This is an optimization exercise on Yosys and OpenROAD, whose aim is small area, a short achievable clock period and few clock cycles, not a production implementation.
Only simulation tests tie the RTL to the original design; equivalence was not proved.
Power and IR drop assume default switching activity.

== the previous run ==
## upe_link
module upe_link (
    input  wire        clk,
    input  wire        rst,
    input  wire        strict,
    input  wire        rx_valid,
    input  wire [7:0]  rx_data,
    output wire        rx_ready,
    output reg         ro_valid,
    input  wire        ro_ready,
    output reg  [1:0]  ro_kind,
    output reg  [7:0]  ro_data,
    output wire [15:0] ro_crc_calc,
    output wire [15:0] ro_crc_recv,
    input  wire        ti_valid,
    input  wire [7:0]  ti_data,
    output wire        ti_ready,
    output reg         to_valid,
    input  wire        to_ready,
    output reg  [7:0]  to_data
);
==> flow/config.mk <==
export PLATFORM = sky130hd
export DESIGN_NAME = upe_link
export DESIGN_NICKNAME = upe_link
export VERILOG_FILES = /design/flow/design.v
export SDC_FILE = /design/flow/constraint.sdc
export NUM_CORES = 4
export LEC_CHECK = 0
export ABC_AREA = 1
export ABC_CLOCK_PERIOD_IN_PS = 2000
export CAP_MARGIN = 20
export CORE_MARGIN = 2
export CORE_UTILIZATION = 62
export CTS_BUF_LIST = sky130_fd_sc_hd__clkbuf_8
export SETUP_SLACK_MARGIN = 2.0
export SLEW_MARGIN = 20
==> flow/constraint.sdc <==
create_clock -name core_clock -period 4.0 [get_ports {clk}]
set_input_delay 0.8000 -clock core_clock [delete_from_list [all_inputs] [get_ports {clk}]]
set_output_delay 0.8000 -clock core_clock [all_outputs]
set_load 0.01 [all_outputs]
standard.sh (not shown) runs the stock make flow with config.mk's settings and CLKGATE_MAP_FILE= SYNTH_SCRIPT=/design/flow/synth_recipe.tcl, a recipe that flattens the netlist after the stock synthesis.
==> flow/flow/run.sh <==
#!/bin/bash
# Standard layout, but let the resizer change a cell's footprint (so it can
# upsize gates and port buffers) and buffer the ports with buf_2.
set -euo pipefail
bash standard.sh MATCH_CELL_FOOTPRINT=0 'BUFFER_PORTS_ARGS=-buffer_cell sky130_fd_sc_hd__buf_2' finish > make_finish.log 2>&1
Testbench counts of the previous run, summed over its fixed seeds: cycles 28,518.
## Diff of input files: the current run against the previous run
Settings: GPL_TIMING_DRIVEN now 0, previously not set; CORE_UTILIZATION now 55, was 62.
--- outcome ---
Going from the previous run to the current run, setup slack shrinks by 0.010 ns.
Re number of cells upsized or downsized after cts: the previous run and the current run aren't equal, and the higher value belongs to the current run.
Higher global-route wire length before repair was reported by the previous run, not the current run.
Looking at shortest period the worst path allows across the previous run and the current run, the one that comes out lower is the previous run.
The largest fanout of any net on the critical path in the current run was higher than what the previous run gave.
Diff the previous run -> the current run: sequential cell area in the final layout level; synthesized cell count level; via-per-instance ratio moved down.
Taking the previous run as the reference, in the current run area growth from synthesis to layout increased 0.95 points, multi-input combinational area share decreased 0.21 points.

---

upe_link, a different RTL version from the one above (not shown whole).
Size in the first run: about 960 cells after synthesis, ~77 I/O pins, roughly 7400 um^2 of cells after synthesis.
export LEC_CHECK = 0
export ABC_AREA = 1
export ABC_CLOCK_PERIOD_IN_PS = 2000
export CAP_MARGIN = 20
export CORE_MARGIN = 2
export CORE_UTILIZATION = 55
export CTS_BUF_LIST = sky130_fd_sc_hd__clkbuf_8
export SETUP_SLACK_MARGIN = 2.0
export SLEW_MARGIN = 20
create_clock -name core_clock -period 4.0 [get_ports {clk}]
Scripts as last shown in full above: flow/flow/run.sh
Testbench counts at the start, summed over its fixed seeds: cycles 28,518.
Next try:
==> flow/flow/run.sh (replaced) <==
#!/bin/bash
# Standard layout, but let the resizer change a cell's footprint (so it can
# upsize gates and port buffers) and buffer the ports with buf_1.
set -euo pipefail
bash standard.sh MATCH_CELL_FOOTPRINT=0 'BUFFER_PORTS_ARGS=-buffer_cell sky130_fd_sc_hd__buf_1' finish > make_finish.log 2>&1
The changed run ran to the end with no violations.
Wire length goes up slightly.
Count of clock-buffer cells in the layout goes down by 2.
First-iteration DRC count goes down by roughly a tenth.
Via count goes up slightly.
Total power goes up by a few percent.
Sequential share of layout area goes up by 0.12 points.
Global-route usage goes down by 0.22 points.
Utilization goes down by 0.21 points.
Final area goes down slightly.

==> afterwards: timing with drivers on the ports <==
How much do the figures lean on ideal ports? The routed layouts below were timed once more, with nothing changed but the port constraints. Step 1 (the two cells are an assumption about what drives the block):
set clk [get_ports {clk}]
set_driving_cell -lib_cell sky130_fd_sc_hd__clkbuf_16 $clk
set_driving_cell -lib_cell sky130_fd_sc_hd__buf_2 [delete_from_list [all_inputs] $clk]
Step 2 adds t to the input delays and takes it off the output delays; t is the mean of the earliest and latest rising clock arrival at the registers after step 1. Input paths then give back, and output paths get back, about the clock's delay inside the block. a / b / c = ideal ports / drivers / drivers and shift; a / b = the first two.
run	t, ns	setup WS [ns]	latest minus earliest clock arrival (ns)	cell pins on the clock port's net
the previous run	0.419	2.026 / 1.964 / 1.724	0.020 / 0.020	1
the current run	0.412	2.016 / 1.969 / 1.669	0.016 / 0.015	1
the first run of note 2	0.422	2.007 / 1.987 / 1.747	0.018 / 0.019	1
the second run of note 2	0.425	1.965 / 1.941 / 1.736	0.014 / 0.014	1
After both steps every run listed still meets setup and hold. For the current run, which loses most, drivers alone change the setup slack by -0.047 ns; drivers and shift together by -0.347 ns.
